Context: an optimization exercise on an open-source flow, tuned for small area. The choices shown serve that exercise and are no tape-out recipe. At most, simulation tests tie the RTL to the original design; equivalence was not proved. Only the layout flow was run in runs 1 and 2; the RTL was not checked for function there. Power is estimated from default activity; no workload was simulated.

==> flow/design.v <==
module miltest_endpoint #(
    parameter integer HB_TIMEOUT_TICKS = 1000
) (
    input  wire         clk,
    input  wire         rst,
    input  wire         tick,
    input  wire         rx_valid,
    output wire         rx_ready,
    input  wire [7:0]   rx_data,
    input  wire         rx_last,
    input  wire         rx_empty,
    output wire         tx_valid,
    input  wire         tx_ready,
    output reg  [7:0]   tx_data,
    output reg          tx_last,
    output reg          st_valid,
    output reg  [2:0]   st_code,
    output wire         safe,
    output wire         kill_latch,
    output wire [255:0] thrust_q
);
    function [9:0] lfsr_step(input [9:0] l);
        lfsr_step = {l[8:0], ~(l[9] ^ l[6])};
    endfunction
    function [9:0] lfsr_adv(input integer n);
        integer k;
        reg [9:0] l;
        begin
            l = 10'd0;
            for (k = 0; k < n; k = k + 1)
                l = lfsr_step(l);
            lfsr_adv = l;
        end
    endfunction
    localparam [9:0] WD_EXPIRED = lfsr_adv(HB_TIMEOUT_TICKS);
    reg  [9:0] wd;
    reg        kill_q;
    wire       expired = (wd == WD_EXPIRED);
    wire       is_safe = !kill_q && !expired;
    assign safe       = is_safe;
    assign kill_latch = kill_q;
    localparam [3:0] S_RX = 4'd0,  S_P  = 4'd1,
                     S_A0 = 4'd2,  S_A1 = 4'd3,  S_A2 = 4'd4,  S_A3 = 4'd5,
                     S_N0 = 4'd6,  S_N1 = 4'd7,  S_N2 = 4'd8,  S_N3 = 4'd9,
                     S_K0 = 4'd10, S_K1 = 4'd11, S_K2 = 4'd12, S_K3 = 4'd13,
                     S_K4 = 4'd14;
    reg  [3:0] state;
    assign rx_ready = (state == S_RX);
    assign tx_valid = (state != S_RX) && (state != S_P);
    always @(*) begin
        tx_last = 1'b0;
        case (state)
            S_A0, S_N0, S_K0: tx_data = 8'h47;
            S_A1, S_N1, S_K1: tx_data = 8'h44;
            S_A2:             tx_data = 8'h00;
            S_N2:             tx_data = 8'h01;
            S_K2:             tx_data = 8'h03;
            S_A3:    begin    tx_data = 8'hF3; tx_last = 1'b1; end
            S_N3:    begin    tx_data = 8'hF4; tx_last = 1'b1; end
            S_K3:             tx_data = 8'h00;
            S_K4:    begin    tx_data = 8'h7B; tx_last = 1'b1; end
            default:          tx_data = 8'h00;
        endcase
    end
    reg  [3:0]  cnt;         
    reg  [7:0]  acc;         
    reg         match;       
    reg         bad_start;
    reg  [2:0]  id;
    reg         id_unknown;
    reg  [2:0]  ch;
    reg         ch_bad;
    reg  [31:0] val;         
    wire take  = rx_ready && rx_valid;
    wire first = (cnt == 4'd0);
    wire empty = rx_ready && !rx_valid && rx_empty && first;
    wire [7:0] acc_base = first ? 8'd0 : {acc[0], acc[7:1]};
    always @(posedge clk) begin
        if (take) begin
            acc   <= acc_base + rx_data;
            match <= (rx_data == acc);
            if (first)
                bad_start <= (rx_data != 8'h47);
            else if (cnt == 4'd1 && rx_data != 8'h44)
                bad_start <= 1'b1;
            if (cnt == 4'd2) begin
                id         <= rx_data[2:0];
                id_unknown <= (rx_data[7:3] != 5'd0);
            end
            if (!rx_last) begin
                val    <= {val[23:0], rx_data};
                ch     <= val[26:24];
                ch_bad <= (val[31:27] != 5'd0);
            end
        end
    end
    wire len_ok = (id == 3'd3) ? (cnt == 4'd5) :
                  (id == 3'd7) ? (cnt == 4'd9) : (cnt == 4'd4);
    reg [2:0] code;
    always @(*) begin
        if (cnt[3:2] == 2'b00)   code = 3'd1;
        else if (bad_start)      code = 3'd2;
        else if (id_unknown)     code = 3'd3;
        else if (!len_ok)        code = 3'd4;
        else if (!match)         code = 3'd5;
        else                     code = 3'd0;
    end
    wire frame_ok = (code == 3'd0);
    wire in_range = (!val[31] && !val[30] &&
                     !(val[29:23] == 7'h7F && val[22:0] != 23'd0)) ||
                    (val == 32'h8000_0000);
    wire proc      = (state == S_P);
    wire do_hb     = proc && frame_ok && (id == 3'd4);
    wire gated_ok  = proc && frame_ok && is_safe;
    wire do_kill   = gated_ok && (id == 3'd5);
    wire do_thrust = gated_ok && (id == 3'd7) && !ch_bad && in_range;
    always @(posedge clk) begin
        st_code <= code;
        if (rst) begin
            state    <= S_RX;
            cnt      <= 4'd0;
            st_valid <= 1'b0;
        end else begin
            st_valid <= proc;
            case (state)
                S_RX: begin
                    if (take) begin
                        if (cnt != 4'd15)
                            cnt <= cnt + 4'd1;
                        if (rx_last)
                            state <= S_P;
                    end else if (empty) begin
                        state <= S_P;
                    end
                end
                S_P: begin
                    cnt <= 4'd0;
                    if (!frame_ok)
                        state <= S_RX;
                    else if (id == 3'd4 || do_kill || do_thrust)
                        state <= S_A0;
                    else if (id == 3'd2 && is_safe)
                        state <= S_K0;
                    else
                        state <= S_N0;
                end
                S_A0: if (tx_ready) state <= S_A1;
                S_A1: if (tx_ready) state <= S_A2;
                S_A2: if (tx_ready) state <= S_A3;
                S_N0: if (tx_ready) state <= S_N1;
                S_N1: if (tx_ready) state <= S_N2;
                S_N2: if (tx_ready) state <= S_N3;
                S_K0: if (tx_ready) state <= S_K1;
                S_K1: if (tx_ready) state <= S_K2;
                S_K2: if (tx_ready) state <= S_K3;
                S_K3: if (tx_ready) state <= S_K4;
                default: if (tx_ready) state <= S_RX;
            endcase
        end
    end
    always @(posedge clk) begin
        if (rst)
            wd <= 10'd0;
        else if (do_hb)
            wd <= {9'd0, tick};
        else if (tick && !expired)
            wd <= lfsr_step(wd);
    end
    always @(posedge clk) begin
        if (rst)
            kill_q <= 1'b0;
        else if (do_kill)
            kill_q <= 1'b1;
    end
    wire [30:0] wdata = rst ? 31'd0 : {val[31], val[29:0]};
    genvar gi;
    generate
        for (gi = 0; gi < 8; gi = gi + 1) begin : g_thrust
            reg [30:0] t;
            always @(posedge clk)
                if (rst || (do_thrust && ch == gi))
                    t <= wdata;
            assign thrust_q[32*gi +: 32] = {t[30], 1'b0, t[29:0]};
        end
    endgenerate
endmodule
==> flow/flow/run.sh <==
#!/bin/bash
set -euo pipefail
cd "$(dirname "$0")/.."
export BUFFER_PORTS_ARGS="-buffer_cell sky130_fd_sc_hd__buf_1"
bash standard.sh > flow_make.log 2>&1
==> flow/standard.sh <==
#!/bin/bash
# synth_recipe.tcl (not shown) runs the flow's synth.tcl, then flattens the netlist and writes it again
# the make line also repeats each setting of config.mk as NAME=value (left out here)
make -C /OpenROAD-flow-scripts/flow DESIGN_CONFIG=/design/flow/config.mk WORK_HOME=/design/flow/orfs CLKGATE_MAP_FILE= SYNTH_SCRIPT=/design/flow/synth_recipe.tcl "${@:-finish}"
==> flow/config.mk <==
export PLATFORM = sky130hd
export DESIGN_NAME = miltest_endpoint
export DESIGN_NICKNAME = miltest_endpoint
export VERILOG_FILES = /design/flow/design.v
export SDC_FILE = /design/flow/constraint.sdc
export NUM_CORES = 4
export LEC_CHECK = 0
export CAP_MARGIN = 20
export CORE_MARGIN = 2
export CORE_UTILIZATION = 40
export SLEW_MARGIN = 20
==> flow/constraint.sdc <==
create_clock -name core_clock -period 10.0 [get_ports {clk}]
set_input_delay 2.0000 -clock core_clock [delete_from_list [all_inputs] [get_ports {clk}]]
set_output_delay 2.0000 -clock core_clock [all_outputs]
set_load 0.01 [all_outputs]
==> flow_metrics.env, run 1 <==
export IMPL_clockRootBuffer="clkbuf_16"
export IMPL_swShare=0.220
export IMPL_fill_cells=2431
export IMPL_area_growth_pct=24.4
export IMPL_max_slew_worst_pin_slew_ns=1.02
export IMPL_die_h_um=175
export IMPL_viasPerCell=4.78
export IMPL_multi_input_area_um2=1960
export IMPL_clkTransAtPathRegs_ns=0.06
export IMPL_htreeDepth=2
export IMPL_synth_edf_count=298
export IMPL_final_cell_mix="edfxtp_1, buf_1, clkbuf_16"
export IMPL_rows=62
export IMPL_crit_type="in -> reg"
export IMPL_required_ns=10.41
export IMPL_core_region_area_um2=28700
export IMPL_first_iter_violations=518
export IMPL_nets=980
export IMPL_dieArea_um2=30500
export IMPL_vias=6490
export IMPL_rsz0062_at_grt="false"
export IMPL_drive_above_1_share=0.0935
export IMPL_start_util=0.406
export IMPL_hold_violations=0
export IMPL_clock_sink_count=328
export IMPL_totalPowerFinal_mw=3.15
export IMPL_fin_area_um2=14500
export IMPL_dp_slack_ns=5.38
export IMPL_ys_flop_type="edfxtp_1"
export IMPL_p_int_mw=2.46
export IMPL_fin_crit_sh=0.422
export IMPL_syn_avg_cell_area_um2=18.2
export IMPL_critPathLaunchType="input port"
export IMPL_ant_nets=0
export IMPL_clock_fmax_ghz=0.237
export IMPL_grt_use_total=0.167
export IMPL_wl_per_cell_um=19.2
export IMPL_hold_ws_ns=0.474
export IMPL_ff_latch_area_um2=9550
export IMPL_cp_arrival_ns=4.62
export IMPL_cp_slowest_cell="inv_1"
export IMPL_insertion_delay_ns=0.50
export IMPL_cts_resized=0
export IMPL_worst_ir_drop_vdd_mv=0.0951
export IMPL_setup_slack_ns=5.78
export IMPL_wl_um=26100
export IMPL_p_comb_frac=0.075
export IMPL_r2r_end="g_thrust[3].t[8]"
export IMPL_placed_area_um2=13300
export IMPL_r2r_setup_slack_ns=6.38
export IMPL_setup_tns_ns=0
export IMPL_grt_pass1_wl_um=38600
export IMPL_first_global_vias=6279
export IMPL_slew_limit_headroom=0.316
export IMPL_hold_path_class="reg -> reg"
export IMPL_status="finished clean"
export IMPL_pin_count=288
export IMPL_seq_area_frac_synth=0.820
export IMPL_cpMostUsedCell="inv_1"
export IMPL_clock_power_share=0.407
export IMPL_critPathMaxFanout=45
export IMPL_io_buffers=279
export IMPL_cp_top_family="compound AO/OA/AOI/OAI gates"
export IMPL_worstHoldStart="wd[2]"
export IMPL_num_antenna_cells=0
export IMPL_post_cts_setup_buffers=0
export IMPL_dp_hpwl_um=18300
export IMPL_reg2regPathDepth=6
export IMPL_maxCapViolCount=0
export IMPL_cts_buffers=34
export IMPL_drt_pass1_iterations=5
export IMPL_synthArstFlopShare=0
export IMPL_clockBufferDepth=3
export IMPL_cp_cell_sequence="clkbuf_2 > buf_4 > inv_1 > o311a_1 > o21a_1 > inv_1 > ha_1 > a2111oi_0 > a221oi_1 > a211oi_1"
export IMPL_gp_congestion=0.795
export IMPL_period_minus_slack_ns=4.22
export IMPL_final_common_cell="edfxtp_1"
export IMPL_die_w_um=175
export IMPL_grt_overflow_total=0
export IMPL_hold_end="wd[2]"
export IMPL_fin_worst_skew_ns=0.0165
export IMPL_postSynthCellCount=641
export IMPL_cts_hold_fix_buffers=0
export IMPL_critPathBufInv=4
export IMPL_max_stage_delay_ns=0.70
export IMPL_yosysUniqueCellTypes=66
export IMPL_synth_area_um2=11600
export IMPL_drv_slew=0
export IMPL_synth_seq_cells=328
export IMPL_p_seq_frac=0.518
export IMPL_holdPathStages=2
export IMPL_setup_worst_path_end_class="register"
export IMPL_cts_tree="built"
export IMPL_power_switching_uw=694
export IMPL_grt_max_degree=46
export IMPL_antenna_found_initial=0
export IMPL_powerDensity_nw_per_um2=218
export IMPL_leakagePower_nw=5.06
export IMPL_regToRegStartpoint="state[0]"
export IMPL_ys_warn_count=1
export IMPL_drc=0
export IMPL_setup_viol=0
how the worst max path moves through the flow:
stage	from	to	slack (ns)	depth (start not counted)
final	rst	tx_data[6]	5.78	10
after global routing	rst	tx_data[6]	5.67	10
after CTS	rst	tx_data[6]	5.87	10
after detailed placement	rst	tx_data[6]	5.38	10
after floorplan	rx_valid	ch[0]	5.96	2
after global placement	rst	tx_data[6]	5.50	10
layout make-up:
| class | instances | area share |
|---|---|---|
| Clock buffer | 44 | 0.0642 |
| Clock inverter | 16 | 0.0154 |
| Inverter | 24 | 0.00622 |
| Multi-Input combinational cell | 271 | 0.135 |
| Sequential cell | 328 | 0.659 |
| Tap cell | 384 | 0.0332 |
| Timing Repair Buffer | 290 | 0.0861 |
tightest hold or removal path, cell delays in order, from the launching register on:
cell and delay, ns:
dfxtp_1 0.31, nand2_1 0.06, a21oi_1 0.06
power groups by stage:
stage / logic (mW) / registers [mW] / clock network (mW)
floorplan: 0.111 / 1.69 / 0
global placement: 0.228 / 1.66 / 0
detailed placement: 0.237 / 1.66 / 0
CTS: 0.238 / 1.63 / 1.31
global route: 0.259 / 1.64 / 1.37
finish: 0.236 / 1.63 / 1.28
per-stage QoR:
| stage | util | cells |
|---|---|---|
| 5_1_grt | 0.504 | 1357 |
| 6_report | 0.504 | 1357 |
| 3_5_place_dp | 0.463 | 1296 |
| 3_3_place_gp | 0.459 | 1290 |
| 4_1_cts | 0.504 | 1356 |
| 2_1_floorplan | - | 648 |
registers in the layout, summed over array words and instances (netlist names), 3 cells and up:
register    flops
acc             8
tx_data         7
state           4
id              3
val            32
wd             10
g_thrust.t    248
ch              3
cnt             4
st_code         3
logic make-up after synthesis:
logic type / after synthesis / share of synthesized area
adders and majority gates: 16 / 0.0178
and+or+nand+nor: 149 / 0.0743
buffers and inverters: 49 / 0.0218
other: 1 / 0.000322
muxes: 10 / 0.00924
xor gates and xnor gates: 16 / 0.0120
DFF: 328 / 0.820
AOI/OAI and AO/OA: 72 / 0.0442
cells in the mapped netlist, types with 3 or more instances:
library cell	instances	share of area
o211a_1	3	0.0026
a21oi_1	19	0.0082
nand4_1	9	0.0048
nor2b_1	33	0.018
ha_1	15	0.016
nand2b_1	7	0.0038
mux2i_1	7	0.0060
nor3_1	6	0.0026
o21a_1	3	0.0019
inv_1	24	0.0077
nor4_1	9	0.0048
a31oi_1	8	0.0043
o21ai_1	10	0.0043
nand2_1	23	0.0074
buf_4	10	0.0064
nor2_1	28	0.0090
nand3_1	8	0.0034
clkbuf_1	9	0.0029
edfxtp_1	298	0.77
dfxtp_1	30	0.052
o21ai_0	4	0.0017
and2_1	7	0.0038
xnor2_1	14	0.011
buf_6	4	0.0039
metal layers:
| metal | up-vias | GRT usage | routed length, µm |
|---|---|---|---|
| met1 | 3152 | 0.218 | 11000 |
| met2 | 254 | 0.272 | 12500 |
| li1 | 3038 | - | - |
| met4 | 0 | 0.0545 | 658 |
| met5 | - | 0 | 0 |
| met3 | 46 | 0.0483 | 1990 |
==> run 2, diff against run 1 <==
--- a/flow/config.mk
+++ b/flow/config.mk
@@ -8,4 +8,5 @@
 export CAP_MARGIN = 20
 export CORE_MARGIN = 2
-export CORE_UTILIZATION = 40
+export CORE_UTILIZATION = 60
+export CTS_BUF_LIST = sky130_fd_sc_hd__clkbuf_4
 export SLEW_MARGIN = 20
==> run 2 against run 1 <==
  * Non-clock buffer count decreased by 2
  * Maximum frequency increased by 2.9%
  * Design area decreased by 2.4%
  * Setup slack improved by 0.12 ns
  * Synthesized cell count unchanged
  * Hold slack got worse by 0.0048 ns
  * Area after synthesis unchanged
  * Clock skew increased by 0.024 ns
  * Sequential cell count unchanged
  * Combinational power about the same
  * Sequential share of layout area increased by 1.6 points
  * Largest cell class unchanged
  * Largest power group unchanged
==> flow_metrics.env, run 2 <==
export IMPL_status="finished clean"
export IMPL_cts_resized=0
export IMPL_final_common_cell="edfxtp_1"
export IMPL_period_minus_slack_ns=4.10
export IMPL_power_switching_uw=689
export IMPL_setup_tns_ns=0
export IMPL_synthArstFlopShare=0
export IMPL_die_h_um=143
export IMPL_fin_area_um2=14100
export IMPL_synth_area_um2=11600
export IMPL_cts_tree="built"
export IMPL_ys_flop_type="edfxtp_1"
export IMPL_p_int_mw=2.22
export IMPL_synth_top_cells_by_count="edfxtp_1, nor2b_1, dfxtp_1"
export IMPL_final_cell_mix="edfxtp_1, buf_1, clkbuf_4"
export IMPL_dp_hpwl_um=17600
export IMPL_vias=6993
export IMPL_setup_viol=0
export IMPL_nets=1023
export IMPL_leakagePower_nw=5.08
export IMPL_maxCapViolCount=0
export IMPL_insertion_delay_ns=0.66
export IMPL_top_register="g_thrust.t"
export IMPL_clock_sink_count=328
export IMPL_p_seq_frac=0.561
export IMPL_drt_pass1_iterations=5
export IMPL_multi_input_area_um2=1960
export IMPL_rows=50
export IMPL_gp_congestion=0.856
export IMPL_yosysTopAreaCell="edfxtp_1"
export IMPL_clockBufferDepth=3
export IMPL_max_slew_worst_pin_slew_ns=0.983
export IMPL_syn_avg_cell_area_um2=18.2
export IMPL_wl_per_cell_um=19.7
export IMPL_clockRootBuffer="clkbuf_4"
export IMPL_fill_cells=1222
export IMPL_hold_path_class="reg -> reg"
export IMPL_drc=0
export IMPL_synth_top_area_share=0.769
export IMPL_seq_area_frac_synth=0.820
export IMPL_grt_max_degree=46
export IMPL_required_ns=8.00
export IMPL_pin_count=288
export IMPL_setup_worst_path_end_class="output port"
export IMPL_postSynthCellCount=641
export IMPL_grt_use_total=0.255
export IMPL_p_comb_frac=0.081
export IMPL_cts_hold_fix_buffers=0
export IMPL_yosysUniqueCellTypes=66
export IMPL_hold_ws_ns=0.470
export IMPL_fin_worst_skew_ns=0.0407
export IMPL_ant_nets=0
export IMPL_swShare=0.237
export IMPL_wl_um=26000
export IMPL_synth_seq_cells=328
export IMPL_start_util=0.616
export IMPL_ff_latch_area_um2=9550
export IMPL_area_growth_pct=21.4
export IMPL_fin_crit_sh=0.410
export IMPL_yosysMostFrequentCell="edfxtp_1"
export IMPL_htreeDepth=3
export IMPL_io_buffers=279
export IMPL_first_global_vias=6818
export IMPL_reg_largest_list="g_thrust.t (248), val (32), wd (10)"
export IMPL_hold_violations=0
export IMPL_first_iter_violations=344
export IMPL_post_place_cells=1168
export IMPL_clkTransAtPathRegs_ns=0.06
export IMPL_synth_area_top_cells="edfxtp_1, dfxtp_1, nor2b_1, ha_1, xnor2_1"
export IMPL_critPathLaunchType="register"
export IMPL_powerDensity_nw_per_um2=206
export IMPL_clock_fmax_ghz=0.244
export IMPL_dieArea_um2=20500
export IMPL_drive_above_1_share=0.152
export IMPL_ys_warn_count=1
export IMPL_synth_edf_count=298
export IMPL_cp_arrival_ns=2.10
export IMPL_rsz0062_at_grt="false"
export IMPL_critPathMaxFanout=4
export IMPL_antenna_found_initial=1
export IMPL_cts_buffers=79
export IMPL_die_w_um=143
export IMPL_crit_type="reg -> out"
export IMPL_core_region_area_um2=18900
export IMPL_clock_power_share=0.358
export IMPL_largest_register_ffs=248
export IMPL_slew_limit_headroom=0.343
export IMPL_viasPerCell=5.31
export IMPL_grt_pass1_wl_um=38700
export IMPL_worst_ir_drop_vdd_mv=0.155
export IMPL_instances_no_fill=1317
export IMPL_drv_slew=0
export IMPL_grt_overflow_total=0
export IMPL_placed_area_um2=13000
export IMPL_post_cts_setup_buffers=0
==> run 2: cell count changes in the layout (fill, tap and decap cells not counted), sizes merged, moves of 2 or more <==
cell | previous run | this run
clkbuf | 45 | 114
inv | 25 | 29
clkinv | 7 | 24
buf | 289 | 287
bufinv | 5 | 1
==> run 2: critical path: stages (launching register included) <==
cell	delay, ns
dfxtp_1	0.33
nor4b_1	0.54
a31oi_1	0.36
buf_1	0.22
==> run 2: worst paths after layout <==
| kind | cells after the start | slack (ns) | end | start |
|---|---|---|---|---|
| max | 3 | 5.90 | safe | wd[9] |
| min | 2 | 0.47 | wd[2] | wd[2] |
| max reg2reg | 6 | 6.54 | g_thrust[2].t[27] | state[0] |
| min reg2reg | 2 | 0.47 | wd[2] | wd[2] |
==> run 2: layout make-up <==
class | count | area share
inverters | 24 | 0.00638
well taps | 260 | 0.0230
flip-flops and latches | 328 | 0.676
repair buffers | 288 | 0.0847
multi-input cells | 271 | 0.139
clock inverters | 32 | 0.0111
clock buffers | 113 | 0.0600
diodes | 1 | 0.000177
==> run 2: metal layers <==
| metal | up-vias | track usage | part of all wire |
|---|---|---|---|
| met5 | - | 0 | 0 |
| met4 | 0 | 0.0970 | 0.021 |
| met3 | 40 | 0.0586 | 0.075 |
| met2 | 344 | 0.440 | 0.52 |
| met1 | 3426 | 0.318 | 0.38 |
| li1 | 3183 | - | - |
==> run 2: cells by family after synthesis <==
family | synth area share
xor+xnor | 0.0120
mux | 0.00924
fa+ha+maj | 0.0178
simple gates | 0.0743
compound gates | 0.0442
buf+inv | 0.0218
flops | 0.820
other cells | 0.000322
==> run 2: power groups by stage <==
stage	clock [mW]	combinational, mW	sequential [mW]
floorplan	0	0.111	1.69
global placement	0	0.225	1.66
detailed placement	0	0.232	1.66
CTS	1.07	0.233	1.63
global route	1.14	0.258	1.64
finish	1.04	0.234	1.63
==> run 2: through the flow <==
step	worst slack, ns	util	total power [mW]
final	5.90	0.748	2.91
after detailed placement	5.41	0.690	1.90
after global placement	5.57	0.689	1.89
after CTS	5.86	0.743	2.94
after floorplan	5.96	-	1.80
after global routing	5.71	0.748	3.04
==> run 3, diff against run 2 <==
--- a/flow/design.v
+++ b/flow/design.v
@@ -145,15 +145,6 @@
                         state <= S_N0;
                 end
-                S_A0: if (tx_ready) state <= S_A1;
-                S_A1: if (tx_ready) state <= S_A2;
-                S_A2: if (tx_ready) state <= S_A3;
-                S_N0: if (tx_ready) state <= S_N1;
-                S_N1: if (tx_ready) state <= S_N2;
-                S_N2: if (tx_ready) state <= S_N3;
-                S_K0: if (tx_ready) state <= S_K1;
-                S_K1: if (tx_ready) state <= S_K2;
-                S_K2: if (tx_ready) state <= S_K3;
-                S_K3: if (tx_ready) state <= S_K4;
-                default: if (tx_ready) state <= S_RX;
+                S_A3, S_N3, S_K4: if (tx_ready) state <= S_RX;
+                default:          if (tx_ready) state <= state + 4'd1;
             endcase
         end
==> flow/run.sh (new file) <==
#!/bin/bash
# synth_recipe.tcl (not shown) runs the flow's synth.tcl, then flattens the netlist and writes it again
# the make line also repeats each setting of config.mk as NAME=value (left out here)
make -C /OpenROAD-flow-scripts/flow DESIGN_CONFIG=/design/flow/config.mk WORK_HOME=/design/flow/orfs CLKGATE_MAP_FILE= SYNTH_SCRIPT=/design/flow/synth_recipe.tcl finish
--- a/flow/config.mk
+++ b/flow/config.mk
@@ -8,5 +8,4 @@
 export CAP_MARGIN = 20
 export CORE_MARGIN = 2
-export CORE_UTILIZATION = 60
-export CTS_BUF_LIST = sky130_fd_sc_hd__clkbuf_4
+export CORE_UTILIZATION = 40
 export SLEW_MARGIN = 20
removed: flow/flow/run.sh
removed: flow/standard.sh
==> run 3 against run 2 <==
  * Still clean on timing, DRC and antenna
  * Combinational power rose by 140%
  * Global-route usage fell by 7.7 points
  * Sequential cell count did not move
  * Non-clock buffer count rose by 2
  * Sequential power rose by 7%
  * Area after synthesis rose by 0.15%
  * Critical path depth rose by 3
  * Register-to-register slack improved by 0.02 ns
  * Wire length rose by 6.1%
  * Critical path type unchanged
  * Critical endpoint is now tx_valid
  * Largest cell class unchanged
  * Largest power group unchanged
  * Highest routed layer unchanged
==> flow_metrics.env, run 3 <==
export IMPL_worst_ir_drop_vdd_mv=0.132
export IMPL_critPathLaunchType="register"
export IMPL_grt_use_total=0.178
export IMPL_slew_limit_headroom=0.291
export IMPL_synth_seq_cells=328
export IMPL_cts_buffers=34
export IMPL_rows=62
export IMPL_dieArea_um2=30500
export IMPL_yosysMostFrequentCell="edfxtp_1"
export IMPL_synth_top_area_share=0.768
export IMPL_clock_sink_count=328
export IMPL_dp_slack_ns=5.07
export IMPL_cp_cell_sequence="inv_1 > ha_1 > or2_2 > and2_0 > inv_1 > clkdlybuf4s50_1"
export IMPL_hold_end="val[20]"
export IMPL_postSynthCellCount=653
export IMPL_yosysTopAreaCell="edfxtp_1"
export IMPL_max_slew_worst_pin_slew_ns=1.06
export IMPL_totalPowerFinal_mw=3.50
export IMPL_synth_top_cells_by_count="edfxtp_1, nor2b_1, dfxtp_1, nand2_1, nor2_1"
export IMPL_synthArstFlopShare=0
export IMPL_ant_nets=0
export IMPL_fin_crit_sh=0.458
export IMPL_worstHoldStart="val[12]"
export IMPL_clockRootBuffer="clkbuf_16"
export IMPL_synth_area_um2=11700
export IMPL_final_common_cell="edfxtp_1"
export IMPL_drc=0
export IMPL_setup_viol=0
export IMPL_core_region_area_um2=28700
export IMPL_dp_hpwl_um=19900
export IMPL_final_cell_mix="edfxtp_1, clkdlybuf4s50_1, clkbuf_16"
export IMPL_grt_overflow_total=0
export IMPL_powerDensity_nw_per_um2=216
export IMPL_cts_tree="built"
export IMPL_num_antenna_cells=0
export IMPL_io_buffers=279
export IMPL_drv_slew=0
export IMPL_ys_warn_count=1
export IMPL_holdPathStages=0
export IMPL_clock_fmax_ghz=0.218
export IMPL_maxCapViolCount=0
export IMPL_placed_area_um2=15200
export IMPL_fin_area_um2=16200
export IMPL_vias=6565
export IMPL_top_register="g_thrust.t"
export IMPL_cp_arrival_ns=2.58
export IMPL_required_ns=8.00
export IMPL_cp_slowest_cell="clkdlybuf4s50_1"
export IMPL_multi_input_area_um2=2010
export IMPL_gp_congestion=0.826
export IMPL_r2r_setup_slack_ns=6.56
export IMPL_antenna_found_initial=0
export IMPL_ff_latch_area_um2=9550
export IMPL_post_cts_setup_buffers=0
export IMPL_period_minus_slack_ns=4.58
export IMPL_hold_path_class="reg -> reg"
export IMPL_syn_avg_cell_area_um2=17.9
export IMPL_synth_edf_count=298
export IMPL_ys_flop_type="edfxtp_1"
export IMPL_wl_um=27500
export IMPL_rsz0062_at_grt="false"
export IMPL_grt_pass1_wl_um=40900
export IMPL_pin_count=288
export IMPL_reg_largest_list="g_thrust.t (248), val (32), wd (10)"
export IMPL_setup_tns_ns=0
export IMPL_cts_hold_fix_buffers=0
export IMPL_first_iter_violations=499
export IMPL_start_util=0.406
export IMPL_fill_cells=2270
export IMPL_largest_register_ffs=248
export IMPL_cpMostUsedCell="inv_1"
export IMPL_reg2regPathDepth=11
export IMPL_yosysUniqueCellTypes=63
export IMPL_first_global_vias=6553
export IMPL_max_stage_delay_ns=0.56
export IMPL_grt_max_degree=47
export IMPL_seq_area_frac_synth=0.819
export IMPL_setup_slack_ns=5.42
export IMPL_hold_violations=0
export IMPL_critPathMaxFanout=6
export IMPL_drt_pass1_iterations=5
export IMPL_drive_above_1_share=0.0823
export IMPL_area_growth_pct=39.0
export IMPL_leakagePower_nw=5.76
export IMPL_insertion_delay_ns=0.50
export IMPL_fin_worst_skew_ns=0.0145
export IMPL_regToRegStartpoint="cnt[0]"
export IMPL_post_place_cells=1311
export IMPL_nets=998
export IMPL_r2r_end="tx_data[6]"
export IMPL_die_w_um=175
export IMPL_clkTransAtPathRegs_ns=0.06
export IMPL_die_h_um=175
export IMPL_htreeDepth=2
export IMPL_clockBufferDepth=3
export IMPL_setup_worst_path_end_class="output port"
export IMPL_synth_area_top_cells="edfxtp_1, dfxtp_1, ha_1, nor2b_1, xnor2_1"
export IMPL_cts_resized=0
export IMPL_wl_per_cell_um=20.1
export IMPL_status="finished clean"
export IMPL_crit_type="reg -> out"
export IMPL_viasPerCell=4.80
export IMPL_instances_no_fill=1368
==> run 3: layout make-up <==
type                    instances  area share
multi-input cells             286       0.124
clock inverters                17     0.00965
repair buffers                290       0.187
inverters                      23     0.00533
flip-flops and latches        328       0.589
clock buffers                  40      0.0552
well taps                     384      0.0296
==> run 3: kinds of logic after synthesis <==
family          share of synthesized area
compound gates                     0.0407
xor+xnor                           0.0128
fa+ha+maj                          0.0221
buf+inv                            0.0191
flops                               0.819
mux                               0.00859
other cells                      0.000322
simple gates                       0.0774
==> run 3: worst max path at each step <==
stage	start	to	slack, ns	cells past startpoint
after floorplan	id[0]	g_thrust[1].t[0]	5.59	5
after global routing	state[0]	tx_valid	5.32	6
after CTS	state[0]	tx_valid	5.42	6
after global placement	rst	tx_data[6]	5.19	8
after detailed placement	rst	tx_data[6]	5.07	8
final	state[0]	tx_valid	5.42	6
==> run 3: layer usage <==
metal	track usage	part of all wire	vias up
met5	0	0	-
met4	0.0649	0.032	0
met3	0.0435	0.059	51
met2	0.295	0.50	218
met1	0.229	0.41	3231
li1	-	-	3065
==> run 3: stage by stage <==
stage               hold slack [ns]   util
detailed placement            0.460  0.528
CTS                           0.475  0.565
global route                  0.494  0.565
floorplan                     0.442      -
global placement              0.463  0.520
finish                        0.474  0.565
==> run 3: critical path: cells and delay by family (launching register included) <==
kind	cells	cell delay, ns
buffers and inverters	3	0.85
flip-flops	1	0.44
adder cells (fa/ha/maj)	1	0.23
AND/OR/NAND/NOR	2	0.55
==> run 3: where the power goes <==
group	internal (mW)	switching, mW
clock network	0.714	0.486
registers	1.67	0.0699
logic	0.265	0.296
total	2.65	0.852
==> run 4, diff against run 3 <==
--- a/flow/design.v
+++ b/flow/design.v
@@ -40,26 +40,28 @@
     assign safe       = is_safe;
     assign kill_latch = kill_q;
-    localparam [3:0] S_RX = 4'd0,  S_P  = 4'd1,
+    localparam [3:0] S_RX = 4'd12, S_P  = 4'd15,
                      S_A0 = 4'd2,  S_A1 = 4'd3,  S_A2 = 4'd4,  S_A3 = 4'd5,
-                     S_N0 = 4'd6,  S_N1 = 4'd7,  S_N2 = 4'd8,  S_N3 = 4'd9,
-                     S_K0 = 4'd10, S_K1 = 4'd11, S_K2 = 4'd12, S_K3 = 4'd13,
-                     S_K4 = 4'd14;
+                     S_N0 = 4'd6,  S_N1 = 4'd7,  S_N2 = 4'd0,  S_N3 = 4'd1,
+                     S_K0 = 4'd10, S_K1 = 4'd11, S_K2 = 4'd8,  S_K3 = 4'd9,
+                     S_K4 = 4'd13;
     reg  [3:0] state;
+    wire in_a0 = (state == S_A0), in_a1 = (state == S_A1), in_a2 = (state == S_A2), in_a3 = (state == S_A3);
+    wire in_n0 = (state == S_N0), in_n1 = (state == S_N1), in_n2 = (state == S_N2), in_n3 = (state == S_N3);
+    wire in_k0 = (state == S_K0), in_k1 = (state == S_K1), in_k2 = (state == S_K2), in_k3 = (state == S_K3);
+    wire in_k4 = (state == S_K4);
+    wire pos0 = in_a0 | in_n0 | in_k0;      
+    wire pos1 = in_a1 | in_n1 | in_k1;      
     assign rx_ready = (state == S_RX);
     assign tx_valid = (state != S_RX) && (state != S_P);
     always @(*) begin
-        tx_last = 1'b0;
-        case (state)
-            S_A0, S_N0, S_K0: tx_data = 8'h47;
-            S_A1, S_N1, S_K1: tx_data = 8'h44;
-            S_A2:             tx_data = 8'h00;
-            S_N2:             tx_data = 8'h01;
-            S_K2:             tx_data = 8'h03;
-            S_A3:    begin    tx_data = 8'hF3; tx_last = 1'b1; end
-            S_N3:    begin    tx_data = 8'hF4; tx_last = 1'b1; end
-            S_K3:             tx_data = 8'h00;
-            S_K4:    begin    tx_data = 8'h7B; tx_last = 1'b1; end
-            default:          tx_data = 8'h00;
-        endcase
+        tx_last    = in_a3 | in_n3 | in_k4;
+        tx_data[7] = in_a3 | in_n3;
+        tx_data[6] = pos0 | pos1 | tx_last;
+        tx_data[5] = tx_last;
+        tx_data[4] = tx_last;
+        tx_data[3] = in_k4;
+        tx_data[2] = pos0 | pos1 | in_n3;
+        tx_data[1] = pos0 | in_k2 | in_a3 | in_k4;
+        tx_data[0] = pos0 | in_n2 | in_k2 | in_a3 | in_k4;
     end
     reg  [3:0]  cnt;         
@@ -71,5 +73,6 @@
     reg  [2:0]  ch;
     reg         ch_bad;
-    reg  [31:0] val;         
+    reg  [31:0] val_n;       
+    wire [31:0] val = ~val_n;
     wire take  = rx_ready && rx_valid;
     wire first = (cnt == 4'd0);
@@ -89,5 +92,5 @@
             end
             if (!rx_last) begin
-                val    <= {val[23:0], rx_data};
+                val_n  <= {val_n[23:0], ~rx_data};
                 ch     <= val[26:24];
                 ch_bad <= (val[31:27] != 5'd0);
@@ -145,6 +148,15 @@
                         state <= S_N0;
                 end
-                S_A3, S_N3, S_K4: if (tx_ready) state <= S_RX;
-                default:          if (tx_ready) state <= state + 4'd1;
+                S_A0: if (tx_ready) state <= S_A1;
+                S_A1: if (tx_ready) state <= S_A2;
+                S_A2: if (tx_ready) state <= S_A3;
+                S_N0: if (tx_ready) state <= S_N1;
+                S_N1: if (tx_ready) state <= S_N2;
+                S_N2: if (tx_ready) state <= S_N3;
+                S_K0: if (tx_ready) state <= S_K1;
+                S_K1: if (tx_ready) state <= S_K2;
+                S_K2: if (tx_ready) state <= S_K3;
+                S_K3: if (tx_ready) state <= S_K4;
+                default: if (tx_ready) state <= S_RX;
             endcase
         end
@@ -164,5 +176,5 @@
             kill_q <= 1'b1;
     end
-    wire [30:0] wdata = rst ? 31'd0 : {val[31], val[29:0]};
+    wire [30:0] wdata = ~({val_n[31], val_n[29:0]} | {31{rst}});
     genvar gi;
     generate
==> flow/flow/run.sh (new file) <==
#!/bin/bash
set -euo pipefail
cd "$(dirname "$0")/.."
export BUFFER_PORTS_ARGS="-buffer_cell sky130_fd_sc_hd__buf_1"
export CTS_ARGS="-sink_clustering_enable -repair_clock_nets -dont_use_dummy_load -buf_list sky130_fd_sc_hd__clkbuf_4 -sink_clustering_size 10 -sink_clustering_max_diameter 40"
bash standard.sh > flow_make.log 2>&1
==> flow/standard.sh (new file) <==
#!/bin/bash
# synth_recipe.tcl (not shown) runs the flow's synth.tcl, then flattens the netlist and writes it again
# the make line also repeats each setting of config.mk as NAME=value (left out here)
make -C /OpenROAD-flow-scripts/flow DESIGN_CONFIG=/design/flow/config.mk WORK_HOME=/design/flow/orfs CLKGATE_MAP_FILE= SYNTH_SCRIPT=/design/flow/synth_recipe.tcl "${@:-finish}"
--- a/flow/config.mk
+++ b/flow/config.mk
@@ -8,4 +8,4 @@
 export CAP_MARGIN = 20
 export CORE_MARGIN = 2
-export CORE_UTILIZATION = 40
+export CORE_UTILIZATION = 60
 export SLEW_MARGIN = 20
removed: flow/run.sh
==> run 4 against run 3 <==
  * First-iteration DRC count fell by 12%
  * Die area fell by 35%
  * Non-clock buffer count fell by 6
  * Critical path type unchanged
  * Highest routed layer unchanged
  * Synthesized cell count fell by 6.3%
  * Sequential cell count fell by 7
  * Wire length fell by 12%
  * Design area fell by 20%
  * Largest cell class unchanged
  * Hold slack barely moved
  * Area after synthesis fell by 4.3%
  * Via count fell by 3.4%
  * Total power fell by 22%
  * Combinational power fell by 21%
==> flow_metrics.env, run 4 <==
export IMPL_clockRootBuffer="clkbuf_4"
export IMPL_fill_cells=1190
export IMPL_totalPowerFinal_mw=2.73
export IMPL_synthArstFlopShare=0
export IMPL_wl_per_cell_um=21.0
export IMPL_area_growth_pct=15.6
export IMPL_rsz0062_at_grt="false"
export IMPL_synth_edf_count=298
export IMPL_multi_input_area_um2=1630
export IMPL_ant_nets=0
export IMPL_cts_resized=0
export IMPL_start_util=0.617
export IMPL_drt_pass1_iterations=5
export IMPL_clock_fmax_ghz=0.253
export IMPL_cts_hold_fix_buffers=0
export IMPL_required_ns=8.00
export IMPL_final_common_cell="edfxtp_1"
export IMPL_hold_path_class="reg -> reg"
export IMPL_ys_flop_type="edfxtp_1"
export IMPL_htreeDepth=2
export IMPL_insertion_delay_ns=0.64
export IMPL_yosysTopAreaCell="edfxtp_1"
export IMPL_slew_limit_headroom=0.266
export IMPL_drv_slew=0
export IMPL_post_cts_setup_buffers=0
export IMPL_powerDensity_nw_per_um2=212
export IMPL_hold_violations=0
export IMPL_gp_congestion=0.863
export IMPL_fin_area_um2=12900
export IMPL_wl_um=24200
export IMPL_synth_top_area_share=0.802
export IMPL_critPathLaunch="state[2]"
export IMPL_io_buffers=279
export IMPL_dp_hpwl_um=16500
export IMPL_dieArea_um2=19700
export IMPL_die_w_um=140
export IMPL_largest_register_ffs=248
export IMPL_drive_above_1_share=0.0727
export IMPL_synth_seq_cells=321
export IMPL_r2r_setup_slack_ns=6.60
export IMPL_reg_largest_list="g_thrust.t (248), val_n (32), wd (10)"
export IMPL_first_iter_violations=437
export IMPL_setup_worst_path_end_class="output port"
export IMPL_worst_ir_drop_vdd_mv=0.145
export IMPL_first_global_vias=6261
export IMPL_die_h_um=140
export IMPL_maxCapViolCount=0
export IMPL_synth_top_cells_by_count="edfxtp_1, nor2_1, inv_1"
export IMPL_yosysMostFrequentCell="edfxtp_1"
export IMPL_placed_area_um2=12500
export IMPL_grt_overflow_total=0
export IMPL_setup_tns_ns=0
export IMPL_postSynthCellCount=612
export IMPL_ff_latch_area_um2=9410
export IMPL_fin_crit_sh=0.396
export IMPL_synth_area_um2=11200
export IMPL_viasPerCell=5.51
export IMPL_status="finished clean"
export IMPL_vias=6343
export IMPL_drc=0
export IMPL_antenna_found_initial=1
export IMPL_top_register="g_thrust.t"
export IMPL_final_cell_mix="edfxtp_1, buf_1, nor2_1"
export IMPL_critPathMaxFanout=10
export IMPL_crit_type="reg -> out"
export IMPL_grt_pass1_wl_um=36000
export IMPL_seq_area_frac_synth=0.844
export IMPL_cp_arrival_ns=1.96
export IMPL_setup_viol=0
export IMPL_period_minus_slack_ns=3.96
export IMPL_max_slew_worst_pin_slew_ns=1.10
export IMPL_clock_sink_count=321
export IMPL_fin_worst_skew_ns=0.0521
export IMPL_post_place_cells=1105
export IMPL_ys_warn_count=1
export IMPL_cts_tree="built"
export IMPL_yosysUniqueCellTypes=51
export IMPL_cts_buffers=42
export IMPL_pin_count=288
export IMPL_syn_avg_cell_area_um2=18.2
export IMPL_core_region_area_um2=18100
export IMPL_regToRegStartpoint="id[0]"
export IMPL_rows=49
export IMPL_leakagePower_nw=4.49
export IMPL_grt_max_degree=50
export IMPL_nets=951
export IMPL_critPathLaunchType="register"
export IMPL_clockBufferDepth=3
export IMPL_worstHoldStart="wd[5]"
export IMPL_hold_ws_ns=0.474
export IMPL_grt_use_total=0.243
export IMPL_clkTransAtPathRegs_ns=0.07
export IMPL_instances_no_fill=1152
export IMPL_synth_area_top_cells="edfxtp_1, dfxtp_1, nor2_1, xnor2_1, ha_1"
[run 4: changes by cell type after synthesis, moves of 4 or more]
cell	change
nor2_1	+38
o21ai_0	-13
o21bai_2	+4
dfxtp_1	-7
nand3_1	-4
nor4_1	-4
nand4_1	+5
ha_1	-8
nand2_1	-8
a21oi_1	-6
nor2b_1	-29
[run 4: kinds of logic after synthesis]
| family | Yosys count | synth area share |
|---|---|---|
| flip-flops | 321 | 0.844 |
| AND/OR/NAND/NOR | 152 | 0.0666 |
| buffers and inverters | 48 | 0.0201 |
| AO/OA/AOI/OAI | 50 | 0.0323 |
| XOR/XNOR | 20 | 0.0157 |
| other | 1 | 0.000336 |
| adder cells (fa/ha/maj) | 12 | 0.0141 |
| multiplexers | 8 | 0.00718 |
[run 4: cell type report]
| type | count | area share |
|---|---|---|
| Timing Repair Buffer | 284 | 0.0897 |
| Antenna cell | 1 | 0.000194 |
| Multi-Input combinational cell | 250 | 0.126 |
| Tap cell | 229 | 0.0222 |
| Inverter | 25 | 0.00728 |
| Clock buffer | 42 | 0.0245 |
| Sequential cell | 321 | 0.730 |
[run 4: per-layer routing]
layer  track usage  routed length, µm  vias up
li1              -                  -     2888
met3        0.0472               1900       41
met2         0.415              12300      329
met5             0                  0        -
met1         0.317               9380     3085
met4        0.0872                587        0
[run 4: worst paths after layout]
path	endpoint	cells after the start
min	wd[5]	2
max reg2reg	g_thrust[7].t[15]	7
max	tx_valid	4
min reg2reg	wd[5]	2
[run 4: worst max-delay path, stage by stage, from the launching register on]
cell	delay (ns)
dfxtp_1	0.53
nand2_1	0.16
nor3_1	0.42
nor2_1	0.09
buf_1	0.14
[run 4: stage by stage]
| step | util | worst slack [ns] |
|---|---|---|
| CTS | 0.708 | 6.00 |
| floorplan | - | 5.94 |
| global route | 0.713 | 5.84 |
| finish | 0.713 | 6.04 |
| global placement | 0.689 | 6.21 |
| detailed placement | 0.690 | 6.17 |
[run 4: where the power goes]
group / internal, mW / leakage, nW / switching [mW] / total [mW]
sequential: 1.64 / 3.17 / 0.0831 / 1.72
combinational: 0.149 / 1.13 / 0.294 / 0.443
clock: 0.194 / 0.193 / 0.372 / 0.565
==> run 5, diff against run 4 <==
--- a/flow/config.mk
+++ b/flow/config.mk
@@ -6,6 +6,6 @@
 export NUM_CORES = 4
 export LEC_CHECK = 0
-export CAP_MARGIN = 20
+export CAP_MARGIN = 0
 export CORE_MARGIN = 2
-export CORE_UTILIZATION = 60
-export SLEW_MARGIN = 20
+export CORE_UTILIZATION = 70
+export SLEW_MARGIN = 0
==> run 5 against run 4 <==
  * Total power is 0.65% lower
  * Sequential power about the same
  * Clock power fell by 2%
  * Via count is 1.8% higher
  * First-iteration DRC count up 23%
  * Largest cell class unchanged
  * Design area down 1.1%
  * Register-to-register slack worse by 0.06 ns
  * Sequential share of layout area up 0.84 points
  * Setup slack improved by 0.012 ns
  * Sequential cell count did not move
  * Hold slack got worse by 0.0033 ns
==> flow_metrics.env, run 5 <==
export IMPL_cts_tree="built"
export IMPL_cp_arrival_ns=1.95
export IMPL_holdPathStages=2
export IMPL_post_cts_setup_buffers=0
export IMPL_cts_resized=0
export IMPL_htreeDepth=2
export IMPL_gp_congestion=0.870
export IMPL_period_minus_slack_ns=3.95
export IMPL_synthArstFlopShare=0
export IMPL_clockBufferDepth=3
export IMPL_viasPerCell=5.71
export IMPL_ys_warn_count=1
export IMPL_die_h_um=130
export IMPL_crit_type="reg -> out"
export IMPL_ys_flop_type="edfxtp_1"
export IMPL_grt_pass1_wl_um=34400
export IMPL_critPathLaunch="state[3]"
export IMPL_start_util=0.710
export IMPL_synth_top_area_share=0.802
export IMPL_synth_seq_cells=321
export IMPL_fin_worst_skew_ns=0.0534
export IMPL_critPathLaunchType="register"
export IMPL_setup_tns_ns=0
export IMPL_hold_end="wd[8]"
export IMPL_status="finished clean"
export IMPL_worst_ir_drop_vdd_mv=0.177
export IMPL_reg2regPathDepth=7
export IMPL_wl_um=24000
export IMPL_final_common_cell="edfxtp_1"
export IMPL_cp_cell_sequence="nand2_1 > nor3_1 > nor2_1 > buf_1"
export IMPL_grt_overflow_total=0
export IMPL_die_w_um=130
export IMPL_cts_hold_fix_buffers=0
export IMPL_clkTransAtPathRegs_ns=0.09
export IMPL_pin_count=288
export IMPL_top_register="g_thrust.t"
export IMPL_max_stage_delay_ns=0.55
export IMPL_multi_input_area_um2=1630
export IMPL_postSynthCellCount=612
export IMPL_critPathMaxFanout=11
export IMPL_vias=6455
export IMPL_grt_max_degree=50
export IMPL_setup_viol=0
export IMPL_rows=46
export IMPL_fill_cells=867
export IMPL_cts_buffers=39
export IMPL_post_place_cells=1091
export IMPL_final_cell_mix="edfxtp_1, buf_1, nor2_1"
export IMPL_area_growth_pct=14.3
export IMPL_yosysTopAreaCell="edfxtp_1"
export IMPL_synth_top_cells_by_count="edfxtp_1, nor2_1, inv_1"
export IMPL_synth_area_um2=11200
export IMPL_required_ns=8.00
export IMPL_clock_sink_count=321
export IMPL_synth_edf_count=298
export IMPL_hold_violations=0
export IMPL_first_global_vias=6002
export IMPL_rsz0062_at_grt="false"
export IMPL_seq_area_frac_synth=0.844
export IMPL_core_region_area_um2=15700
export IMPL_fin_crit_sh=0.395
export IMPL_wl_per_cell_um=21.2
export IMPL_regToRegStartpoint="id[0]"
export IMPL_antenna_found_initial=1
export IMPL_first_iter_violations=539
export IMPL_synth_area_top_cells="edfxtp_1, dfxtp_1, nor2_1, xnor2_1, ha_1"
export IMPL_ff_latch_area_um2=9410
export IMPL_yosysUniqueCellTypes=51
export IMPL_insertion_delay_ns=0.64
export IMPL_dieArea_um2=17000
export IMPL_r2r_setup_slack_ns=6.54
export IMPL_clockRootBuffer="clkbuf_4"
export IMPL_ant_nets=0
export IMPL_r2r_end="g_thrust[3].t[10]"
export IMPL_slew_limit_headroom=0.202
export IMPL_io_buffers=279
export IMPL_reg_largest_list="g_thrust.t (248), val_n (32), wd (10)"
export IMPL_maxCapViolCount=0
export IMPL_nets=943
export IMPL_drt_pass1_iterations=5
export IMPL_instances_no_fill=1131
export IMPL_setup_worst_path_end_class="output port"
export IMPL_drc=0
export IMPL_powerDensity_nw_per_um2=213
export IMPL_syn_avg_cell_area_um2=18.2
export IMPL_dp_hpwl_um=16200
export IMPL_hold_path_class="reg -> reg"
export IMPL_cp_slowest_cell="dfxtp_1"
export IMPL_largest_register_ffs=248
export IMPL_yosysMostFrequentCell="edfxtp_1"
export IMPL_clock_fmax_ghz=0.253
export IMPL_drive_above_1_share=0.0646
export IMPL_max_slew_worst_pin_slew_ns=1.19
export IMPL_grt_use_total=0.278
export IMPL_drv_slew=0
export IMPL_leakagePower_nw=4.42
export IMPL_worstHoldStart="wd[8]"
run 5: cell types whose count changed in the layout (fill, tap and decap cells not counted), sizes merged:
cell    delta
buf        -5
clkbuf     -3
run 5: per-stage QoR:
| step | setup WS (ns) | cell area [µm²] | hold WS, ns | utilization | power [mW] |
|---|---|---|---|---|---|
| after floorplan | 5.94 | 11200 | 0.439 | - | 2.03 |
| after global placement | 6.23 | 12500 | 0.451 | 0.792 | 2.17 |
| after detailed placement | 6.14 | 12500 | 0.460 | 0.792 | 2.19 |
| after CTS | 6.04 | 12700 | 0.472 | 0.811 | 2.73 |
| after global routing | 5.88 | 12700 | 0.493 | 0.811 | 2.84 |
| final | 6.05 | 12700 | 0.471 | 0.811 | 2.72 |
run 5: critical path, delay by kind of cell, from the launching register on:
kind | cells | cell delay, ns
simple gates | 3 | 0.65
buf+inv | 1 | 0.14
flops | 1 | 0.55
run 5: power breakdown:
group	leakage (nW)	internal [mW]	total, mW	switching, mW
combinational	1.08	0.145	0.440	0.296
clock	0.179	0.181	0.552	0.371
sequential	3.17	1.64	1.72	0.0814
total	4.42	1.97	2.72	0.748
run 5: worst max path at each step:
stage | endpoint | slack, ns | cells after the start
2_1_floorplan | ch[0] | 5.94 | 2
3_5_place_dp | acc[7] | 6.14 | 8
6_report | tx_valid | 6.05 | 4
3_3_place_gp | acc[7] | 6.23 | 8
5_1_grt | safe | 5.88 | 5
4_1_cts | tx_valid | 6.04 | 4
run 5: routing by layer:
layer / GRT usage / wire length (µm)
met1: 0.368 / 8980
met2: 0.464 / 12300
met3: 0.0607 / 1980
met4: 0.106 / 704
met5: 0 / 0
run 5: layout make-up:
cell class / instances / share of cell area
antenna: 1 / 0.000196
clock buffer: 39 / 0.0230
inverter: 25 / 0.00736
multi-input combinational: 250 / 0.128
sequential: 321 / 0.738
tap: 216 / 0.0212
timing repair buffer: 279 / 0.0823
run 5: cell families (layout without fill, tap and decap cells):
kind of cell    count (synthesis)  in the layout  share of synthesized area
mux                             8              8                    0.00718
buf+inv                        48            343                     0.0201
fa+ha+maj                      12             12                     0.0141
flops                         321            321                      0.844
xor+xnor                       20             20                     0.0157
compound gates                 50             50                     0.0323
simple gates                  152            152                     0.0666
other cells                     1              9                   0.000336
==> run 6, diff against run 5 <==
--- a/flow/design.v
+++ b/flow/design.v
@@ -40,30 +40,26 @@
     assign safe       = is_safe;
     assign kill_latch = kill_q;
-    localparam [3:0] S_RX = 4'd12, S_P  = 4'd15,
-                     S_A0 = 4'd2,  S_A1 = 4'd3,  S_A2 = 4'd4,  S_A3 = 4'd5,
-                     S_N0 = 4'd6,  S_N1 = 4'd7,  S_N2 = 4'd0,  S_N3 = 4'd1,
-                     S_K0 = 4'd10, S_K1 = 4'd11, S_K2 = 4'd8,  S_K3 = 4'd9,
-                     S_K4 = 4'd13;
-    reg  [3:0] state;
-    wire in_a0 = (state == S_A0), in_a1 = (state == S_A1), in_a2 = (state == S_A2), in_a3 = (state == S_A3);
-    wire in_n0 = (state == S_N0), in_n1 = (state == S_N1), in_n2 = (state == S_N2), in_n3 = (state == S_N3);
-    wire in_k0 = (state == S_K0), in_k1 = (state == S_K1), in_k2 = (state == S_K2), in_k3 = (state == S_K3);
-    wire in_k4 = (state == S_K4);
-    wire pos0 = in_a0 | in_n0 | in_k0;      
-    wire pos1 = in_a1 | in_n1 | in_k1;      
+    localparam [2:0] S_RX = 3'd0, S_P = 3'd1,
+                     S_TA = 3'd4,    
+                     S_TN = 3'd5,    
+                     S_TK = 3'd6;    
+    reg  [2:0] state;
+    reg  [3:0] cnt;         
+    wire in_ta = (state == S_TA), in_tn = (state == S_TN), in_tk = (state == S_TK);
+    wire p0 = (cnt == 4'd0), p1 = (cnt == 4'd1), p2 = (cnt == 4'd2);
+    wire p3 = (cnt == 4'd3), p4 = (cnt == 4'd4);
     assign rx_ready = (state == S_RX);
-    assign tx_valid = (state != S_RX) && (state != S_P);
+    assign tx_valid = state[2];
     always @(*) begin
-        tx_last    = in_a3 | in_n3 | in_k4;
-        tx_data[7] = in_a3 | in_n3;
-        tx_data[6] = pos0 | pos1 | tx_last;
+        tx_last    = ((in_ta | in_tn) & p3) | p4;
+        tx_data[7] = (in_ta | in_tn) & p3;
+        tx_data[6] = p0 | p1 | tx_last;
         tx_data[5] = tx_last;
         tx_data[4] = tx_last;
-        tx_data[3] = in_k4;
-        tx_data[2] = pos0 | pos1 | in_n3;
-        tx_data[1] = pos0 | in_k2 | in_a3 | in_k4;
-        tx_data[0] = pos0 | in_n2 | in_k2 | in_a3 | in_k4;
+        tx_data[3] = p4;
+        tx_data[2] = p0 | p1 | (in_tn & p3);
+        tx_data[1] = p0 | (in_tk & p2) | (in_ta & p3) | p4;
+        tx_data[0] = p0 | ((in_tn | in_tk) & p2) | (in_ta & p3) | p4;
     end
-    reg  [3:0]  cnt;         
     reg  [7:0]  acc;         
     reg         match;       
@@ -78,8 +74,19 @@
     wire first = (cnt == 4'd0);
     wire empty = rx_ready && !rx_valid && rx_empty && first;
-    wire [7:0] acc_base = first ? 8'd0 : {acc[0], acc[7:1]};
+    wire [7:0] acc_base = {acc[0], acc[7:1]} & {8{!first}};
+    wire [7:0] acc_p    = acc_base ^ rx_data;
+    wire [7:0] acc_g    = acc_base & rx_data;
+    wire [8:0] acc_c;
+    assign acc_c[0] = 1'b0;
+    genvar ai;
+    generate
+        for (ai = 0; ai < 8; ai = ai + 1) begin : g_acc_add
+            assign acc_c[ai+1] = acc_g[ai] | (acc_p[ai] & acc_c[ai]);
+        end
+    endgenerate
+    wire [7:0] acc_next = acc_p ^ acc_c[7:0];
     always @(posedge clk) begin
         if (take) begin
-            acc   <= acc_base + rx_data;
+            acc   <= acc_next;
             match <= (rx_data == acc);
             if (first)
@@ -142,21 +149,20 @@
                         state <= S_RX;
                     else if (id == 3'd4 || do_kill || do_thrust)
-                        state <= S_A0;
+                        state <= S_TA;
                     else if (id == 3'd2 && is_safe)
-                        state <= S_K0;
+                        state <= S_TK;
                     else
-                        state <= S_N0;
+                        state <= S_TN;
                 end
-                S_A0: if (tx_ready) state <= S_A1;
-                S_A1: if (tx_ready) state <= S_A2;
-                S_A2: if (tx_ready) state <= S_A3;
-                S_N0: if (tx_ready) state <= S_N1;
-                S_N1: if (tx_ready) state <= S_N2;
-                S_N2: if (tx_ready) state <= S_N3;
-                S_K0: if (tx_ready) state <= S_K1;
-                S_K1: if (tx_ready) state <= S_K2;
-                S_K2: if (tx_ready) state <= S_K3;
-                S_K3: if (tx_ready) state <= S_K4;
-                default: if (tx_ready) state <= S_RX;
+                default: begin
+                    if (tx_ready) begin
+                        if (tx_last) begin
+                            state <= S_RX;
+                            cnt   <= 4'd0;
+                        end else begin
+                            cnt   <= cnt + 4'd1;
+                        end
+                    end
+                end
             endcase
         end
--- a/flow/config.mk
+++ b/flow/config.mk
@@ -8,4 +8,4 @@
 export CAP_MARGIN = 0
 export CORE_MARGIN = 2
-export CORE_UTILIZATION = 70
+export CORE_UTILIZATION = 80
 export SLEW_MARGIN = 0
==> run 6 against run 5 <==
  * The run now fails in 4_1_cts
  * Area after synthesis fell by 1.2%
  * Synthesized cell count fell by 6.4%
==> flow_metrics.env, run 6 <==
export IMPL_status="aborted with a tool error"
export IMPL_stop_stage="4_1_cts"
export IMPL_firstError="[ERROR DPL-0033] detailed placement checks failed during check placement."
export IMPL_seq_area_frac_synth=0.852
export IMPL_yosysTopAreaCell="edfxtp_1"
export IMPL_die_w_um=121
export IMPL_postSynthCellCount=573
export IMPL_rows=42
export IMPL_synth_top_area_share=0.812
export IMPL_dp_hpwl_um=21100
export IMPL_clockBufferDepth=3
export IMPL_htreeDepth=2
export IMPL_pin_count=288
export IMPL_synth_top_cells_by_count="edfxtp_1, nor2_1, dfxtp_1"
export IMPL_die_h_um=121
export IMPL_start_util=0.826
export IMPL_io_buffers=279
export IMPL_yosysUniqueCellTypes=52
export IMPL_synth_area_um2=11000
export IMPL_post_cts_setup_buffers=0
export IMPL_synth_area_top_cells="edfxtp_1, dfxtp_1, nor2_1, fa_1, xnor2_1"
export IMPL_clockRootBuffer="clkbuf_4"
export IMPL_dp_slack_ns=4.58
export IMPL_cts_hold_fix_buffers=0
export IMPL_cts_buffers=38
export IMPL_gp_congestion=0.828
export IMPL_synthArstFlopShare=0
export IMPL_synth_seq_cells=320
export IMPL_cts_resized=0
export IMPL_yosysMostFrequentCell="edfxtp_1"
export IMPL_syn_avg_cell_area_um2=19.2
export IMPL_synth_edf_count=298
export IMPL_ys_flop_type="edfxtp_1"
export IMPL_clock_sink_count=320
export IMPL_ys_warn_count=1
[run 6: power by group through the flow]
stage	clock network (mW)	logic, mW	registers, mW
2_1_floorplan	0	0.105	1.65
3_5_place_dp	0	0.241	1.64
3_3_place_gp	0	0.218	1.63
[run 6: worst max-delay path by stage]
stage,to,depth (start not counted)
detailed placement,acc[7],10
floorplan,acc[7],9
global placement,acc[7],10
[run 6: cell families after synthesis]
family | after synthesis | share of synthesized area
and+or+nand+nor | 132 | 0.0612
buffers and inverters | 44 | 0.0211
DFF | 320 | 0.852
other | 1 | 0.000340
adders and majority gates | 11 | 0.0166
muxes | 7 | 0.00636
xor gates and xnor gates | 14 | 0.0111
AOI/OAI and AO/OA | 44 | 0.0316
[run 6: through the flow]
| stage | std cells | hold slack (ns) | area (µm²) | total power, mW | utilization |
|---|---|---|---|---|---|
| 2_1_floorplan | 580 | 0.440 | 11000 | 1.76 | - |
| 3_3_place_gp | 1020 | 0.453 | 12200 | 1.84 | 0.916 |
| 3_5_place_dp | 1020 | 0.469 | 12200 | 1.88 | 0.916 |
==> run 7, diff against run 6 <==
--- a/flow/config.mk
+++ b/flow/config.mk
@@ -8,4 +8,4 @@
 export CAP_MARGIN = 0
 export CORE_MARGIN = 2
-export CORE_UTILIZATION = 80
+export CORE_UTILIZATION = 70
 export SLEW_MARGIN = 0
==> run 7 against run 6 <==
  * Now clean on timing, DRC and antenna
  * Synthesized cell count did not move
  * Area after synthesis is the same
==> flow_metrics.env, run 7 <==
export IMPL_status="finished clean"
export IMPL_cpMostUsedCell="fa_1"
export IMPL_hold_violations=0
export IMPL_die_h_um=129
export IMPL_yosysMostFrequentCell="edfxtp_1"
export IMPL_final_cell_mix="edfxtp_1, buf_1, nor2_1"
export IMPL_powerDensity_nw_per_um2=189
export IMPL_grt_use_total=0.286
export IMPL_viasPerCell=5.78
export IMPL_wl_per_cell_um=21.9
export IMPL_critPathBufInv=1
export IMPL_multi_input_area_um2=1440
export IMPL_dp_hpwl_um=16700
export IMPL_ant_nets=0
export IMPL_critPathMaxFanout=5
export IMPL_grt_pass1_wl_um=34800
export IMPL_yosysTopAreaCell="edfxtp_1"
export IMPL_critPathLaunchType="input port"
export IMPL_cts_resized=0
export IMPL_post_cts_setup_buffers=0
export IMPL_ys_warn_count=1
export IMPL_area_growth_pct=14.1
export IMPL_cts_tree="built"
export IMPL_r2r_setup_slack_ns=5.68
export IMPL_clock_sink_count=320
export IMPL_grt_max_degree=48
export IMPL_slew_limit_headroom=0.362
export IMPL_die_w_um=129
export IMPL_syn_avg_cell_area_um2=19.2
export IMPL_final_common_cell="edfxtp_1"
export IMPL_synth_top_cells_by_count="edfxtp_1, nor2_1, dfxtp_1"
export IMPL_clock_fmax_ghz=0.210
export IMPL_antenna_found_initial=1
export IMPL_synth_area_top_cells="edfxtp_1, dfxtp_1, nor2_1, fa_1, xnor2_1"
export IMPL_rows=45
export IMPL_cp_slowest_cell="fa_1"
export IMPL_crit_type="in -> reg"
export IMPL_vias=6331
export IMPL_top_register="g_thrust.t"
export IMPL_clock_power_share=0.229
export IMPL_first_global_vias=6019
export IMPL_setup_tns_ns=0
export IMPL_dieArea_um2=16800
export IMPL_synth_seq_cells=320
export IMPL_drive_above_1_share=0.0622
export IMPL_p_int_mw=1.81
export IMPL_seq_area_frac_synth=0.852
export IMPL_cts_buffers=39
export IMPL_setup_worst_path_end_class="register"
export IMPL_htreeDepth=2
export IMPL_ff_latch_area_um2=9390
export IMPL_insertion_delay_ns=0.65
export IMPL_leakagePower_nw=4.38
export IMPL_period_minus_slack_ns=4.76
export IMPL_p_comb_frac=0.097
export IMPL_first_iter_violations=502
export IMPL_hold_path_class="reg -> reg"
export IMPL_fin_crit_sh=0.476
export IMPL_max_stage_delay_ns=0.43
export IMPL_cp_cell_sequence="buf_1 > ha_1 > fa_1 > fa_1 > fa_1 > fa_1 > fa_1 > fa_1 > xor2_1 > xnor2_1"
export IMPL_power_switching_uw=561
export IMPL_synth_area_um2=11000
export IMPL_cp_top_family="adder cells"
export IMPL_clockBufferDepth=3
export IMPL_rsz0062_at_grt="false"
export IMPL_io_buffers=279
export IMPL_postSynthCellCount=573
export IMPL_synth_top_area_share=0.812
export IMPL_clockRootBuffer="clkbuf_4"
export IMPL_reg_largest_list="g_thrust.t (248), val_n (32), wd (10)"
export IMPL_largest_register_ffs=248
export IMPL_pin_count=288
export IMPL_drc=0
export IMPL_clkTransAtPathRegs_ns=0.09
export IMPL_synthArstFlopShare=0
export IMPL_wl_um=24100
export IMPL_drv_slew=0
export IMPL_gp_congestion=0.880
export IMPL_nets=912
export IMPL_grt_overflow_total=0
export IMPL_core_region_area_um2=15300
export IMPL_setup_viol=0
export IMPL_max_slew_worst_pin_slew_ns=0.955
export IMPL_ys_flop_type="edfxtp_1"
export IMPL_required_ns=10.34
export IMPL_drt_pass1_iterations=5
export IMPL_p_seq_frac=0.674
export IMPL_start_util=0.720
export IMPL_cp_arrival_ns=5.10
export IMPL_fin_util=0.821
export IMPL_fin_worst_skew_ns=0.0884
export IMPL_synth_edf_count=298
export IMPL_yosysUniqueCellTypes=52
export IMPL_cts_hold_fix_buffers=0
export IMPL_maxCapViolCount=0
export IMPL_fill_cells=821
export IMPL_worst_ir_drop_vdd_mv=0.115
export IMPL_swShare=0.237
-- run 7: cell type report --
class                           instances  area share
Antenna cell                            1    0.000199
Tap cell                              211      0.0210
Inverter                               21     0.00627
Sequential cell                       320       0.746
Timing Repair Buffer                  288      0.0887
Clock buffer                           39      0.0233
Multi-Input combinational cell        216       0.114
-- run 7: path summary, 6_finish.rpt --
check                                  to       start  cells after the start
worst min register to register  val_n[14]    val_n[6]                      0
worst min-delay path            val_n[14]    val_n[6]                      0
worst max register to register     acc[7]      cnt[0]                     13
worst max-delay path               acc[7]  rx_data[0]                     10
-- run 7: worst register-to-register path, delay by kind of cell (launching register included) --
family	cells	cell delay (ns)
adders and majority gates	8	2.86
and+or+nand+nor	2	0.45
DFF	1	0.36
xor gates and xnor gates	2	0.32
buffers and inverters	1	0.10
-- run 7: per-stage QoR --
| step | total power, mW | hold slack [ns] | instance area (µm²) | instances | worst slack [ns] |
|---|---|---|---|---|---|
| 3_3_place_gp | 1.85 | 0.452 | 12300 | 1056 | 4.78 |
| 4_1_cts | 2.38 | 0.439 | 12600 | 1095 | 5.29 |
| 6_report | 2.37 | 0.436 | 12600 | 1096 | 5.24 |
| 3_5_place_dp | 1.86 | 0.463 | 12300 | 1056 | 4.63 |
| 2_1_floorplan | 1.76 | 0.440 | 11000 | 580 | 5.02 |
| 5_1_grt | 2.46 | 0.438 | 12600 | 1096 | 5.20 |
-- run 7: power groups by stage --
stage / registers [mW] / clock network [mW] / logic, mW
floorplan: 1.65 / 0 / 0.105
global placement: 1.63 / 0 / 0.219
detailed placement: 1.63 / 0 / 0.229
CTS: 1.60 / 0.549 / 0.231
global route: 1.61 / 0.598 / 0.251
finish: 1.60 / 0.544 / 0.229
-- run 7: metal layers --
layer	GRT usage	vias to the layer above	routed length (µm)
li1	-	2781	-
met1	0.367	3091	8650
met2	0.489	404	12700
met3	0.0582	55	2080
met4	0.113	0	642
met5	0	-	0
-- run 7: kinds of logic after synthesis --
family,after synthesis,synth area share
flip-flops,320,0.852
buffers and inverters,44,0.0211
other,1,0.000340
AND/OR/NAND/NOR,132,0.0612
adder cells (fa/ha/maj),11,0.0166
XOR/XNOR,14,0.0111
AO/OA/AOI/OAI,44,0.0316
multiplexers,7,0.00636

==> port drivers added, routing unchanged <==
Ports are ideal in the flow. The routed layouts listed here were re-timed in OpenROAD.
Step 1, drivers: a clkbuf_16 drives clk and a buf_2 each remaining input, both assumed.
Step 2, shift: input delay + t, output delay - t, t = (earliest + latest rising clock arrival at the registers) / 2. This alone moves slack from input paths to output paths.
Three values: ideal ports, drivers, drivers and shift; two values: the first two.
run	t, ns	setup WS [ns]	worst setup path after step 2	clock arrival spread, ns	slew at the worst register clock pin (ns)
run 1	0.542	5.783 / 5.805 / 5.263	input to register	0.017 / 0.017	0.06 / 0.06
run 2	0.683	5.903 / 5.861 / 5.394	input to register	0.046 / 0.046	0.07 / 0.07
run 3	0.541	5.418 / 5.371 / 5.110	input to register	0.014 / 0.014	0.06 / 0.06
run 4	0.651	6.041 / 6.004 / 6.101	input to register	0.053 / 0.053	0.10 / 0.10
run 5	0.653	6.054 / 6.015 / 6.110	input to register	0.054 / 0.053	0.11 / 0.11
run 7	0.648	5.241 / 5.259 / 4.611	input to register	0.089 / 0.088	0.10 / 0.10
After both steps every run listed still meets setup and hold. For run 7, which loses most, drivers alone change the setup slack by +0.018 ns; drivers and shift together by -0.630 ns.
